This design comes from an exercise in tuning for small area, a short achievable clock period and few clock cycles on the open sky130 flow, not from production work.
Function was checked by simulation only, so behaviour that the tests miss may differ from the original.
Power figures rest on the tool's default switching activity, not on a simulated workload.

$ cat config.mk
export PLATFORM = sky130hd
export DESIGN_NAME = sbcodec
export DESIGN_NICKNAME = sbcodec
export VERILOG_FILES = /design/flow/design.v
export SDC_FILE = /design/flow/constraint.sdc
export NUM_CORES = 8
export LEC_CHECK = 0
export CAP_MARGIN = 20
export CORE_MARGIN = 2
export CORE_UTILIZATION = 40
export SLEW_MARGIN = 20
$ cat design.v
module sbcodec (
    input  wire        clk,
    input  wire        rst,
    input  wire        reg_wr,
    input  wire [3:0]  reg_addr,
    input  wire [63:0] reg_wdata,
    output reg  [63:0] reg_rdata,
    output wire        busy,
    input  wire        in_valid,
    input  wire [7:0]  in_data,
    output wire        in_ready,
    output wire        out_valid,
    output wire [7:0]  out_data,
    input  wire        out_ready
);
    localparam [3:0] C_OK = 4'd0, C_MAL = 4'd1, C_HTL = 4'd2, C_BADH = 4'd3,
                     C_UNDER = 4'd4, C_OFULL = 4'd5, C_ERANGE = 4'd6,
                     C_EXPR = 4'd8, C_ILL = 4'd9;
    localparam [1:0] E_ENCD = 2'd0, E_HGEN = 2'd1, E_HEMIT = 2'd2, E_HPARSE = 2'd3;
    reg [63:0] val_r, rval_r, mant_r;
    reg [7:0]  expo_r;
    reg [5:0]  cfg_r;
    reg [3:0]  st_code;
    reg        st_nf, st_ovl;
    reg [5:0]  st_cnt;
    reg        sk1, sk2, sk3, sk6, sk8, sk9;
    reg [255:0] inq;              
    reg [4:0]   in_head, in_tail;
    reg [5:0]   in_cnt;
    reg [255:0] outq;
    reg [4:0]   out_head, out_tail;
    reg [5:0]   out_cnt;
    reg         busy_r;
    reg [1:0]   eng;
    reg [63:0]  x;            
    reg         msgn;         
    reg [8:0]   e9;           
    reg [79:0]  dbuf;         
    reg [4:0]   ndig;         
    reg [5:0]   wleft;        
    reg [1:0]   aph;          
    reg         abad, abig;
    assign busy      = busy_r;
    assign in_ready  = !busy_r && !in_cnt[5];
    assign out_valid = !busy_r && (out_cnt != 6'd0);
    assign out_data  = outq[{out_head, 3'b000} +: 8];
    wire [5:0] hwidth = {1'b0, cfg_r[5:1]} + 6'd1;
    wire       hmode  = cfg_r[0];
    wire [15:0] cw    = reg_wdata[15:0];
    wire [3:0]  cw_op = cw[3:0];
    wire [1:0]  ws    = cw[5:4];
    wire        cmd   = !busy_r && reg_wr && (reg_addr == 4'd0);
    wire        hi0_6 = (cw[15:6] == 10'd0);
    wire        hi0_4 = hi0_6 && (cw[5:4] == 2'd0);
    wire op_encu = (cw_op == 4'h1) && hi0_6;
    wire op_decu = (cw_op == 4'h2) && hi0_6;
    wire op_encs = (cw_op == 4'h3) && hi0_6;
    wire op_decs = (cw_op == 4'h4) && hi0_6;
    wire op_encd = (cw_op == 4'h7) && hi0_4;
    wire op_decd = (cw_op == 4'h8) && hi0_4;
    wire op_hdre = (cw_op == 4'h9) && hi0_4;
    wire op_hdrd = (cw_op == 4'hA) && hi0_4;
    wire op_srst = (cw_op == 4'hF) && hi0_4;
    wire op_ill  = !(op_encu | op_decu | op_encs | op_decs | op_encd | op_decd |
                     op_hdre | op_hdrd | op_srst);
    wire ws8 = (ws == 2'd0), ws16 = (ws == 2'd1), ws32 = (ws == 2'd2), ws64 = (ws == 2'd3);
    function [4:0] oh5;
        input [3:0] n;
        reg [79:0] t;
        begin
            t = 80'hc104106082083041041;
            oh5 = t[5*n +: 5];
        end
    endfunction
    function [4:0] add5;
        input [4:0] a, b;
        integer k;
        begin
            for (k = 0; k < 5; k = k + 1)
                add5[k] = (a[0] & b[k % 5]) | (a[1] & b[(k + 4) % 5]) | (a[2] & b[(k + 3) % 5]) |
                          (a[3] & b[(k + 2) % 5]) | (a[4] & b[(k + 1) % 5]);
        end
    endfunction
    function [3:0] qn;   
        input [4:0] r;
        input [3:0] n;
        reg [63:0] t0, t1, t2, t3, t4;
        begin
            t0 = 64'h3222221111100000; t1 = 64'h6655555444443333; t2 = 64'h9998888877777666;
            t3 = 64'hccccbbbbbaaaaa99; t4 = 64'hfffffeeeeedddddc;
            qn = ({4{r[0]}} & t0[4*n +: 4]) | ({4{r[1]}} & t1[4*n +: 4]) | ({4{r[2]}} & t2[4*n +: 4]) |
                 ({4{r[3]}} & t3[4*n +: 4]) | ({4{r[4]}} & t4[4*n +: 4]);
        end
    endfunction
    wire [63:0] dy = {1'b0, x[63:1]};
    wire [4:0]  ps [0:4][0:15];
    genvar gi, gk;
    generate
        for (gi = 0; gi < 16; gi = gi + 1) begin : g_ps0
            assign ps[0][gi] = oh5(dy[4*gi +: 4]);
        end
        for (gk = 0; gk < 4; gk = gk + 1) begin : g_psk
            for (gi = 0; gi < 16; gi = gi + 1) begin : g_psi
                if (((gi >> gk) & 1) == 0)
                    assign ps[gk+1][gi] = add5(ps[gk][gi], ps[gk][((gi >> gk) | 1) << gk]);
                else
                    assign ps[gk+1][gi] = ps[gk][gi];
            end
        end
    endgenerate
    wire [63:0] dq;
    generate
        for (gi = 0; gi < 16; gi = gi + 1) begin : g_q
            if (gi == 15) assign dq[63:60] = qn(5'b00001, dy[63:60]);
            else          assign dq[4*gi +: 4] = qn(ps[4][gi+1], dy[4*gi +: 4]);
        end
    endgenerate
    wire [4:0] r5oh = ps[4][0];
    wire [3:0] dr   = {r5oh[4], r5oh[3] | r5oh[2], r5oh[3] | r5oh[1], x[0]};    
    wire       dq_zero = (dq == 64'd0);
    wire [63:0] m_enc  = x ^ {64{msgn}};
    wire [63:0] esrc   = busy_r ? m_enc : val_r;
    wire [63:0] esx    = esrc ^ {64{esrc[63]}};
    reg  [3:0]  n_u, n_s;
    integer k;
    always @(*) begin
        n_u = 4'd10;
        n_s = 4'd10;
        for (k = 9; k >= 1; k = k - 1) begin
            if ((esrc >> (7 * k)) == 64'd0) n_u = k[3:0];
            if ((esx >> (7 * k - 1)) == 64'd0) n_s = k[3:0];
        end
    end
    wire        e_sgn  = busy_r | op_encs;
    wire [3:0]  e_n    = e_sgn ? n_s : n_u;
    wire [69:0] e_ext  = {{6{e_sgn & esrc[63]}}, esrc};
    wire encu_bad = ws8  ? (val_r[63:8]  != 56'd0) :
                    ws16 ? (val_r[63:16] != 48'd0) :
                    ws32 ? (val_r[63:32] != 32'd0) : 1'b0;
    wire encs_bad = ws8  ? !((val_r[63:7]  == 57'd0) || (val_r[63:7]  == {57{1'b1}})) :
                    ws16 ? !((val_r[63:15] == 49'd0) || (val_r[63:15] == {49{1'b1}})) :
                    ws32 ? !((val_r[63:31] == 33'd0) || (val_r[63:31] == {33{1'b1}})) : 1'b0;
    wire [5:0]  out_free = 6'd32 - out_cnt;
    reg  [87:0] wslot;        
    reg  [3:0]  wr_lo, wr_hi;
    reg         wr_en;
    reg  [5:0]  wr_cnt;
    wire [7:0]  ebyte = {1'b0, e9[6:0]};
    wire [5:0]  h_c   = (wleft > 6'd11) ? 6'd11 : wleft;
    integer j;
    always @(*) begin
        if (busy_r && eng == E_HEMIT) begin
            for (j = 0; j < 11; j = j + 1)
                wslot[8*j +: 8] = (j < ndig) ? {4'h3, dbuf[4*j +: 4]} : 8'h00;
            wr_lo = 4'd0;
            wr_hi = h_c[3:0] - 4'd1;
        end else begin
            wslot[7:0] = ebyte;
            for (j = 1; j < 10; j = j + 1)
                wslot[8*j +: 8] = (busy_r && (j == 10 - e_n)) ? ebyte : {1'b0, e_ext[7*(10-j) +: 7]};
            wslot[87:80] = {1'b1, e_ext[6:0]};
            wr_lo = busy_r ? (4'd10 - e_n) : (4'd11 - e_n);
            wr_hi = 4'd10;
        end
    end
    wire [4:0] wbase = out_tail - {1'b0, wr_lo};
    wire [8:0] wv [0:5][0:31];
    generate
        for (gi = 0; gi < 32; gi = gi + 1) begin : g_w0
            if (gi < 11) assign wv[0][gi] = {(gi >= wr_lo) && (gi <= wr_hi), wslot[8*gi +: 8]};
            else         assign wv[0][gi] = 9'd0;
        end
        for (gk = 0; gk < 5; gk = gk + 1) begin : g_wk
            for (gi = 0; gi < 32; gi = gi + 1) begin : g_wi
                assign wv[gk+1][gi] = wbase[gk] ? wv[gk][(gi + 32 - (1 << gk)) % 32] : wv[gk][gi];
            end
        end
    endgenerate
    wire [7:0] rv [0:5][0:31];
    generate
        for (gi = 0; gi < 32; gi = gi + 1) begin : g_r0
            assign rv[0][gi] = inq[8*gi +: 8];
        end
        for (gk = 0; gk < 5; gk = gk + 1) begin : g_rk
            for (gi = 0; gi < 32; gi = gi + 1) begin : g_ri
                assign rv[gk+1][gi] = in_head[4-gk] ? rv[gk][(gi + (16 >> gk)) % 32] : rv[gk][gi];
            end
        end
    endgenerate
    wire [7:0] win [0:10];
    generate
        for (gi = 0; gi < 11; gi = gi + 1) begin : g_win
            assign win[gi] = rv[5][gi];
        end
    endgenerate
    reg  [10:0] stp, fs;
    reg  [76:0] G;
    reg  [69:0] V, tm0, tm1;
    reg  [3:0]  p;
    reg         anys;
    integer i;
    always @(*) begin
        for (i = 0; i < 11; i = i + 1) begin
            stp[i] = win[i][7] && (i < in_cnt);
            G[7*(10-i) +: 7] = win[i][6:0];
        end
        anys = 1'b0;
        for (i = 0; i < 11; i = i + 1) begin
            fs[i] = stp[i] && !anys;
            anys  = anys | stp[i];
        end
        V = 70'd0;
        p = 4'd0;
        for (i = 0; i < 11; i = i + 1) begin
            if (fs[i]) begin
                V = V | (G >> (7 * (10 - i)));
                p = p | i[3:0];
            end
        end
        for (i = 0; i < 70; i = i + 1) begin
            tm0[i] = 1'b0;
            tm1[i] = 1'b0;
            for (j = 0; j < 11; j = j + 1) begin
                if (i < 7 * (j + 1)) tm0[i] = tm0[i] | fs[j];
                if (i < 7 * j)       tm1[i] = tm1[i] | fs[j];
            end
        end
    end
    wire        d_sgn  = op_decs | op_decd;
    wire        sgnbit = op_decd ? win[1][6] : (op_decs & win[0][6]);
    wire [69:0] tm     = op_decd ? tm1 : tm0;
    wire [69:0] S      = (V & tm) | ({70{sgnbit}} & ~tm);
    wire [1:0]  dws    = (op_decu | op_decs) ? ws : 2'd3;
    reg  [63:0] dval;
    reg         dovl;
    always @(*) begin
        case (dws)
            2'd0: begin
                dval = {{56{d_sgn & S[7]}}, S[7:0]};
                dovl = d_sgn ? !((S[69:7] == 63'd0) || (S[69:7] == {63{1'b1}})) : (S[69:8] != 62'd0);
            end
            2'd1: begin
                dval = {{48{d_sgn & S[15]}}, S[15:0]};
                dovl = d_sgn ? !((S[69:15] == 55'd0) || (S[69:15] == {55{1'b1}})) : (S[69:16] != 54'd0);
            end
            2'd2: begin
                dval = {{32{d_sgn & S[31]}}, S[31:0]};
                dovl = d_sgn ? !((S[69:31] == 39'd0) || (S[69:31] == {39{1'b1}})) : (S[69:32] != 38'd0);
            end
            default: begin
                dval = S[63:0];
                dovl = d_sgn ? !((S[69:63] == 7'd0) || (S[69:63] == {7{1'b1}})) : (S[69:64] != 6'd0);
            end
        endcase
    end
    wire [3:0] dbound = (op_decu | op_decs) ? (ws8 ? 4'd2 : ws16 ? 4'd3 : ws32 ? 4'd5 : 4'd10) : 4'd10;
    wire       found  = op_decd ? (fs[10:1] != 10'd0) :
                        (op_decu | op_decs) ? (ws8 ? (fs[1:0] != 2'd0) : ws16 ? (fs[2:0] != 3'd0) :
                                               ws32 ? (fs[4:0] != 5'd0) : (fs[9:0] != 10'd0)) :
                        (fs[9:0] != 10'd0);
    wire [4:0] mlen   = {1'b0, dbound} + {4'd0, op_decd};    
    wire       mal    = !found && ({1'b0, in_cnt} >= {2'b00, mlen});
    wire [7:0]  ab      = win[0];
    wire        a_isdig = (ab[7:4] == 4'h3) && (ab[3:0] <= 4'd9);
    wire        a_issp  = (ab == 8'h20);
    wire        a_ispad = (ab == 8'h00) || a_issp;
    wire [1:0]  aph_i   = busy_r ? aph  : 2'd0;
    wire        abad_i  = busy_r ? abad : 1'b0;
    wire        abig_i  = busy_r ? abig : 1'b0;
    wire [67:0] a_mul   = {1'b0, x, 3'b000} + {3'b000, x, 1'b0} + {64'd0, ab[3:0]};
    reg  [1:0]  aph_n;
    reg         abad_n, abig_n;
    reg  [63:0] acc_n;
    always @(*) begin
        aph_n = aph_i; abad_n = abad_i; abig_n = abig_i; acc_n = x;
        case (aph_i)
            2'd0: begin
                if (a_isdig) begin aph_n = 2'd1; acc_n = {60'd0, ab[3:0]}; end
                else if (!a_issp) abad_n = 1'b1;
            end
            2'd1: begin
                if (a_isdig) begin acc_n = a_mul[63:0]; if (a_mul[67:64] != 4'd0) abig_n = 1'b1; end
                else if (a_ispad) aph_n = 2'd2;
                else abad_n = 1'b1;
            end
            default: if (!a_ispad) abad_n = 1'b1;
        endcase
    end
    wire a_ok = !abad_n && !abig_n && (aph_n != 2'd0) && (acc_n != {64{1'b1}});
    wire encd_div = msgn ? (dr == 4'd9) : ((dr == 4'd0) && (x != 64'd0));
    wire e9_bad   = ($signed(e9) < -9'sd64) || ($signed(e9) > 9'sd63);
    reg [3:0] f_code;
    reg [5:0] f_cnt;
    reg       f_nf, f_ovl, f_en;
    reg       wr_go;
    reg [5:0] in_rem;
    integer qi;
    always @(posedge clk) begin
        if (rst) begin
            val_r <= 64'd0; rval_r <= 64'd0; mant_r <= 64'd0; expo_r <= 8'd0;
            cfg_r <= 6'h12;
            st_code <= C_OK; st_nf <= 1'b0; st_ovl <= 1'b0; st_cnt <= 6'd0;
            {sk1, sk2, sk3, sk6, sk8, sk9} <= 6'd0;
            in_head <= 5'd0; in_tail <= 5'd0; in_cnt <= 6'd0;
            out_head <= 5'd0; out_tail <= 5'd0; out_cnt <= 6'd0;
            busy_r <= 1'b0;
        end else begin
            f_en = 1'b0; f_code = C_OK; f_cnt = 6'd0; f_nf = 1'b0; f_ovl = 1'b0;
            wr_go = 1'b0; wr_cnt = 6'd0; in_rem = 6'd0;
            if (!busy_r) begin
                if (in_valid && !in_cnt[5]) begin
                    for (qi = 0; qi < 32; qi = qi + 1)
                        if (in_tail == qi) inq[8*qi +: 8] <= in_data;
                    in_tail <= in_tail + 5'd1;
                end
                if (out_ready && out_cnt != 6'd0) out_head <= out_head + 5'd1;
                if (reg_wr) begin
                    case (reg_addr)
                        4'd2: begin
                            if (reg_wdata[1]) sk1 <= 1'b0;
                            if (reg_wdata[2]) sk2 <= 1'b0;
                            if (reg_wdata[3]) sk3 <= 1'b0;
                            if (reg_wdata[6]) sk6 <= 1'b0;
                            if (reg_wdata[8]) sk8 <= 1'b0;
                            if (reg_wdata[9]) sk9 <= 1'b0;
                        end
                        4'd3: cfg_r  <= reg_wdata[5:0];
                        4'd4: val_r  <= reg_wdata;
                        4'd5: rval_r <= reg_wdata;
                        4'd6: mant_r <= reg_wdata;
                        4'd7: expo_r <= reg_wdata[7:0];
                        default: ;
                    endcase
                end
                if (cmd) begin
                    if (op_ill) begin
                        f_en = 1'b1; f_code = C_ILL;
                    end else if (op_srst) begin
                        val_r <= 64'd0; rval_r <= 64'd0; mant_r <= 64'd0; expo_r <= 8'd0;
                        cfg_r <= 6'h12;
                        {sk1, sk2, sk3, sk6, sk8, sk9} <= 6'd0;
                        f_en = 1'b1; f_code = C_OK;
                    end else if (op_encu || op_encs || (op_hdre && !hmode)) begin
                        if (op_encu ? encu_bad : (op_encs ? encs_bad : 1'b0)) begin
                            f_en = 1'b1; f_code = C_ERANGE;
                        end else if (out_free < {2'd0, e_n}) begin
                            f_en = 1'b1; f_code = C_OFULL;
                        end else begin
                            wr_go = 1'b1; wr_cnt = {2'd0, e_n};
                            f_en = 1'b1; f_code = C_OK; f_cnt = {2'd0, e_n};
                        end
                    end else if (op_hdre) begin
                        x <= val_r; ndig <= 5'd0;
                        eng <= E_HGEN; busy_r <= 1'b1;
                    end else if (op_encd) begin
                        x <= mant_r ^ {64{mant_r[63]}};
                        msgn <= mant_r[63];
                        e9 <= {expo_r[7], expo_r};
                        eng <= E_ENCD; busy_r <= 1'b1;
                    end else if (op_decd && in_cnt == 6'd0) begin
                        f_en = 1'b1; f_code = C_UNDER;
                    end else if (op_decd && win[0] == 8'hFF) begin
                        in_rem = 6'd1;
                        f_en = 1'b1; f_code = C_OK; f_cnt = 6'd1; f_nf = 1'b1;
                    end else if (op_decd && win[0][7]) begin
                        in_rem = 6'd1;
                        mant_r <= 64'd0;
                        expo_r <= {win[0][6], win[0][6:0]};
                        f_en = 1'b1; f_code = C_OK; f_cnt = 6'd1;
                    end else if (op_decu || op_decs || op_decd || (op_hdrd && !hmode)) begin
                        if (found) begin
                            in_rem = {2'd0, p} + 6'd1;
                            if (op_decd) begin
                                mant_r <= dval;
                                expo_r <= {win[0][6], win[0][6:0]};
                            end else begin
                                val_r <= dval;
                            end
                            f_en = 1'b1; f_code = C_OK; f_cnt = {2'd0, p} + 6'd1; f_ovl = dovl;
                        end else if (mal) begin
                            in_rem = {1'b0, mlen};
                            f_en = 1'b1; f_code = op_hdrd ? C_HTL : C_MAL; f_cnt = {1'b0, mlen};
                        end else begin
                            f_en = 1'b1; f_code = C_UNDER;
                        end
                    end else begin
                        if (in_cnt < hwidth) begin
                            f_en = 1'b1; f_code = C_UNDER;
                        end else begin
                            in_rem = 6'd1;
                            x <= acc_n; aph <= aph_n; abad <= abad_n; abig <= abig_n;
                            if (hwidth == 6'd1) begin
                                if (a_ok) val_r <= acc_n;
                                f_en = 1'b1; f_code = a_ok ? C_OK : C_BADH; f_cnt = 6'd1;
                            end else begin
                                wleft <= hwidth - 6'd1;
                                eng <= E_HPARSE; busy_r <= 1'b1;
                            end
                        end
                    end
                end
            end else begin
                case (eng)
                    E_ENCD: begin
                        if (encd_div) begin
                            x  <= dq;
                            e9 <= e9 + 9'd1;
                        end else if (e9_bad) begin
                            f_en = 1'b1; f_code = C_EXPR;
                        end else if ({1'b0, out_free} < {3'd0, e_n} + 7'd1) begin
                            f_en = 1'b1; f_code = C_OFULL;
                        end else begin
                            wr_go = 1'b1; wr_cnt = {2'd0, e_n} + 6'd1;
                            mant_r <= m_enc;
                            expo_r <= e9[7:0];
                            f_en = 1'b1; f_code = C_OK; f_cnt = {2'd0, e_n} + 6'd1;
                        end
                    end
                    E_HGEN: begin
                        x    <= dq;
                        dbuf <= {dbuf[75:0], dr};
                        ndig <= ndig + 5'd1;
                        if (dq_zero) begin
                            if ({1'b0, ndig} + 6'd1 > hwidth) begin
                                f_en = 1'b1; f_code = C_ERANGE;
                            end else if (out_free < hwidth) begin
                                f_en = 1'b1; f_code = C_OFULL;
                            end else begin
                                wleft <= hwidth;
                                eng <= E_HEMIT;
                            end
                        end
                    end
                    E_HEMIT: begin
                        wr_go = 1'b1; wr_cnt = h_c;
                        dbuf  <= {44'd0, dbuf[79:44]};
                        ndig  <= (ndig > 5'd11) ? ndig - 5'd11 : 5'd0;
                        wleft <= wleft - h_c;
                        if (wleft <= 6'd11) begin
                            f_en = 1'b1; f_code = C_OK; f_cnt = hwidth;
                        end
                    end
                    default: begin   
                        in_rem = 6'd1;
                        x <= acc_n; aph <= aph_n; abad <= abad_n; abig <= abig_n;
                        wleft <= wleft - 6'd1;
                        if (wleft == 6'd1) begin
                            if (a_ok) val_r <= acc_n;
                            f_en = 1'b1; f_code = a_ok ? C_OK : C_BADH; f_cnt = hwidth;
                        end
                    end
                endcase
            end
            if (wr_go) begin
                for (qi = 0; qi < 32; qi = qi + 1)
                    if (wv[5][qi][8]) outq[8*qi +: 8] <= wv[5][qi][7:0];
                out_tail <= out_tail + wr_cnt[4:0];
            end
            out_cnt <= out_cnt + wr_cnt - {5'd0, (!busy_r && out_ready && out_cnt != 6'd0)};
            in_head <= in_head + in_rem[4:0];
            in_cnt  <= in_cnt - in_rem + {5'd0, (!busy_r && in_valid && !in_cnt[5])};
            if (f_en) begin
                st_code <= f_code; st_cnt <= f_cnt; st_nf <= f_nf; st_ovl <= f_ovl;
                case (f_code)
                    C_MAL:    sk1 <= 1'b1;
                    C_HTL:    sk2 <= 1'b1;
                    C_BADH:   sk3 <= 1'b1;
                    C_ERANGE: sk6 <= 1'b1;
                    C_EXPR:   sk8 <= 1'b1;
                    C_ILL:    sk9 <= 1'b1;
                    default: ;
                endcase
                busy_r <= 1'b0;
            end
            if (cmd && op_srst) begin
                in_head <= 5'd0; in_tail <= 5'd0; in_cnt <= 6'd0;
                out_head <= 5'd0; out_tail <= 5'd0; out_cnt <= 6'd0;
            end
        end
    end
    always @(*) begin
        case (reg_addr)
            4'd1: reg_rdata = {48'd0, 2'b00, st_cnt, 2'b00, st_ovl, st_nf, st_code};
            4'd2: reg_rdata = {54'd0, sk9, sk8, 1'b0, sk6, 1'b0, 1'b0, sk3, sk2, sk1, 1'b0};
            4'd3: reg_rdata = {58'd0, cfg_r};
            4'd4: reg_rdata = val_r;
            4'd5: reg_rdata = rval_r;
            4'd6: reg_rdata = mant_r;
            4'd7: reg_rdata = {{56{expo_r[7]}}, expo_r};
            4'd8: reg_rdata = {58'd0, in_cnt};
            4'd9: reg_rdata = {58'd0, out_cnt};
            default: reg_rdata = 64'd0;
        endcase
    end
endmodule
$ cat run.sh
#!/bin/bash
# synth_recipe.tcl (not shown) runs the flow's synth.tcl, then flattens the netlist and writes it again
# the make line also repeats each setting of config.mk as NAME=value (left out here)
make -C /OpenROAD-flow-scripts/flow DESIGN_CONFIG=/design/flow/config.mk WORK_HOME=/design/flow/orfs CLKGATE_MAP_FILE= SYNTH_SCRIPT=/design/flow/synth_recipe.tcl finish
$ cat constraint.sdc
create_clock -name core_clock -period 12.0 [get_ports {clk}]
set_input_delay 2.4000 -clock core_clock [delete_from_list [all_inputs] [get_ports {clk}]]
set_output_delay 2.4000 -clock core_clock [all_outputs]
set_load 0.01 [all_outputs]
==> results.txt <==
The flow ran to the end and the layout has no timing, DRC or antenna violations. The buffer and inverter count on the worst path came out at 6. The sink count of the clock tree is 940. The count of pins over their slew limit is 0. The worst hold path begins at rval_r[62]. The number of global-route vias before repair came to 86180.

The max-cap violation count came out at 0. During I/O placement, the number of pins put on the boundary was 156. Summing all multi-input logic gate instances after layout gives 58290 um^2. The worst path meets setup with 1.871 ns of slack.

The proportion of register bits with asynchronous set or reset after synthesis came out at 0. The required arrival time at the worst endpoint is 12.37 ns. For this run, design rule violations remaining after detail routing come to 0. The die width came out at 473.2 um. The first-pass iteration count of the detailed router came out at 14. Registers take 25690 um^2. After detailed routing, the number of vias per cell comes to 7.189. The shortest period the worst path allows came out at 10.13 ns. In the global route stage, overall resource usage came out at 0.3971. TritonCTS built the clock tree.

The number of DRC markers after the initial detailed-route iteration is 17130. The floorplan step defined a die boundary enclosing 223900 um^2. The critical path in this run is classified as reg2reg. The worst-case IR drop observed on VDD is 0.0001753 V. The worst setup path is captured at a flip-flop.

The worst hold path belongs to the class reg2reg. The beginning of the worst register-to-register path is msgn. At the end of routability-driven placement, the weighted congestion stood at 1.074. The count of flip-flops with a built-in enable after synthesis came out at 683.

The routed layout has 94720 vias. The number of storage elements in the synthesis netlist is 940. For the worst setup path, the data arrival time is 10.50 ns. The kind of cell with the highest combined delay along the critical path is simple AND/OR/NAND/NOR gates.

The final-report setup violation count is 0. In this run the register-to-register setup slack is 1.87 ns. The endpoint identified for the worst register-to-register timing path is outq[26]. The critical path goes through buf_4 -> xnor2_1 -> a21oi_2 -> buf_4 -> inv_1 -> nor4_1 -> mux2i_1 -> nor4_1 -> o211a_1 -> o21ai_0 -> a21oi_1 -> nor2_1 -> buf_4 -> ha_1 -> inv_1 -> o22ai_1 -> inv_1 -> fa_4 -> xnor2_2 -> nand2_1 -> nor2_1 -> a21oi_1 -> nor2_1. Summed over all layers, the routed wires come to 465100 um. The clock network latency to the later pin of the worst-skew pair is 0.82 ns. The vertical die dimension is 473.2 um. The post-route antenna net violation count came out at 0. The number of nets produced by synthesis came out at 10800. The total overflow left after global routing is 0. The final clock period utilization by the worst path came out at 0.8441. The core area came out at 219300 um^2. The buffer levels on the longest clock path is 3.

The number of cells traversed by the worst hold path came out at 2. The H-tree generated during clock tree synthesis spans 3 levels. The worst setup path is launched from a flip-flop.

The number of warnings issued by yosys is 1. Buffers inserted during clock tree synthesis total 110. Summing every instance area after synthesis gives 88050 um^2.

The slowest stage of the critical path is the nor4_1 cell. For the pin with the worst max-slew slack, the measured transition is 1.355 ns. Headroom to the max-slew limit came out at 0.09361. The cell area power density came out at 131.7 nW/um^2. The initial antenna violation count came to 41. The final routed wire length divided by cell count came out at 35.30 um.

CTS placed an instance of clkbuf_16 at the clock tree root. In the final design database the tool counted 10500 nets. The peak fanout along the critical path is 23. The worst slack after detailed placement came out at 1.784 ns. The number of buffers inserted by post-CTS setup repair is 0.

The area overhead of the layout relative to synthesis is 9.908%. The leakage power is 33.63 nW. Averaged over all synthesized cells, the footprint is 8.399 um^2. The final worst clock skew is 0.08397 ns. The worst hold path terminates at rval_r[62]. The post-CTS resize count came out at 0. Among all flip-flop cells after synthesis, the most frequent one is edfxtp_1.

Setup repair after global routing left no endpoint under its margin. The biggest cell delay along the critical path came out at 1.03 ns. Synthesis produced 10480 cells. The number of different library cells used by synthesis comes to 106.

The clock slew at the register clock pins of the worst setup and hold paths is 0.06 ns. The number of cell rows is 172. The fmax is 98.72 MHz. Counting the fill cells in the layout gives 21440. The HPWL after detailed placement is 349500 um.

The largest net degree at the start of global routing came out at 171. The hold violation count in the final report is 0. The post-synthesis sequential area ratio came out at 0.2914. The sum of negative setup slack came out at 0 ns. The number of logic stages on the critical path including buffering is 23.

The count of input and output buffers came out at 155. For this configuration, the core starts out at a cell density of 0.4015. The depth of the most critical reg-to-reg path is 23.

The layout cell share with drive strength beyond 1 is 0.1180. The wire length of the first global-routing pass is 652300 um. The quantity of hold-fixing buffers added after cts came out at 0.
[through the flow]
stage	std cells	utilization	cell area, um^2	power [mW]	hold WS [ns]
detailed placement	12940	0.4235	92870	8.927	0.4458
CTS	13150	0.4408	96680	12.48	0.4540
global route	13160	0.4411	96730	13.03	0.4654
floorplan	10480	-	88050	6.747	0.4064
finish	13180	0.4413	96780	12.74	0.4532
global placement	12940	0.4233	92830	8.921	0.4404
[registers in the layout, summed over array words and instances (netlist names), 4 cells and up]
name	cells
inq	256
out_tail	5
out_cnt	6
e9	9
wleft	6
mant_r	64
rval_r	64
val_r	64
in_tail	5
in_head	5
expo_r	8
outq	256
st_cnt	6
x	64
dbuf	80
in_cnt	6
st_code	4
cfg_r	6
ndig	5
out_head	5
[cell usage after synthesis (156+ instances only)]
master,count,area (um^2)
nand2_1,1173,4403
nand3_1,210,1051
dfxtp_1,257,5145
a222oi_1,215,2152
mux2_2,180,2027
mux2i_1,445,4454
mux4_2,255,5743
o221ai_1,156,1366
nor2_1,1006,3776
xnor2_1,188,1647
ha_1,223,2790
edfxtp_1,683,20510
clkbuf_1,687,2579
a21oi_1,929,4649
nor3_1,177,885.9
o22ai_1,254,1589
a22oi_1,156,1171
inv_1,209,784.5
o21ai_0,613,3068
[layout by cell type, fill, tap and decap left out, types with 210 or more instances in the layout]
cell type     n
edfxtp_1    683
nor2_1      993
mux4_2      255
o22ai_1     254
a21oi_1     924
ha_1        221
mux2i_1     445
dfxtp_1     247
nand3_1     210
buf_4       375
o21ai_0     607
nand2_1    1164
a222oi_1    215
[report_power, final]
part	internal (mW)	leakage [nW]	switching (mW)
Combinational	1.56	23.7	3.88
Sequential	3.59	8.08	0.118
Clock	2.00	1.84	1.60
Total	7.15	33.6	5.59
[routing by layer]
layer | track usage | share of wire
met5 | 0 | 0.0018
met1 | 0.5262 | 0.39
met2 | 0.5680 | 0.41
met4 | 0.1957 | 0.060
met3 | 0.1424 | 0.14
[cell families after synthesis]
| family | after synthesis | share of synthesized area |
|---|---|---|
| fa+ha+maj | 238 | 0.03419 |
| buf+inv | 1169 | 0.05206 |
| simple gates | 3417 | 0.1815 |
| flops | 940 | 0.2914 |
| compound gates | 3567 | 0.2748 |
| xor+xnor | 273 | 0.02724 |
| mux | 880 | 0.1388 |
[worst max path at each step]
stage,start,endpoint,slack (ns)
final,msgn,outq[26],1.87
after global routing,x[56],sk9,1.57
after floorplan,in_head[4],val_r[33],3.95
after CTS,x[56],wleft[0],2.45
after global placement,reg_wdata[13],outq[147],2.06
after detailed placement,reg_wdata[7],outq[28],1.78
[area by class of cell]
class                   instances  area share
multi-input cells            8375      0.6023
flip-flops and latches        940      0.2654
repair buffers                542     0.04674
well taps                    2871     0.03712
clock buffers                 152     0.03281
inverters                     219    0.008494
clock inverters                55    0.006542
diodes                         22   0.0005689
[worst reg2reg max path: cells and delay by family, from the launching register on]
family / cells / cell delay (ns)
muxes: 1 / 0.15
AOI/OAI and AO/OA: 6 / 1.49
adders and majority gates: 2 / 0.94
DFF: 1 / 0.80
and+or+nand+nor: 6 / 3.63
xor gates and xnor gates: 2 / 0.93
buffers and inverters: 6 / 1.75
Testbench counts, summed over its fixed seeds: cycles 34,627.

afterwards: timing with drivers on the ports:
No port has a modelled driver above. Below, the same layout with a new extraction and two added sets of constraints.
Step 1: set_driving_cell puts a clkbuf_16 on clk and a buf_2 on each other input, an assumption about the parent block.
Step 2 moves the port delays by t, midway between the first and last clock arrival at a register: inputs arrive t later, outputs are due t later. That takes back most of the time a late clock gives input paths.
Three values: no drivers, after step 1, after step 2; two values: the first two.
t (ns): 0.881
setup WS [ns]: 1.871 / 1.871 / 1.345
worst setup path at the end: input to register
worst register clock-pin slew, ns: 0.08 / 0.08
pins driven straight from the clock port: 1
After both steps this run still meets setup and hold. The setup slack of this run moves by 0.000 ns with the drivers and by -0.526 ns with both steps.
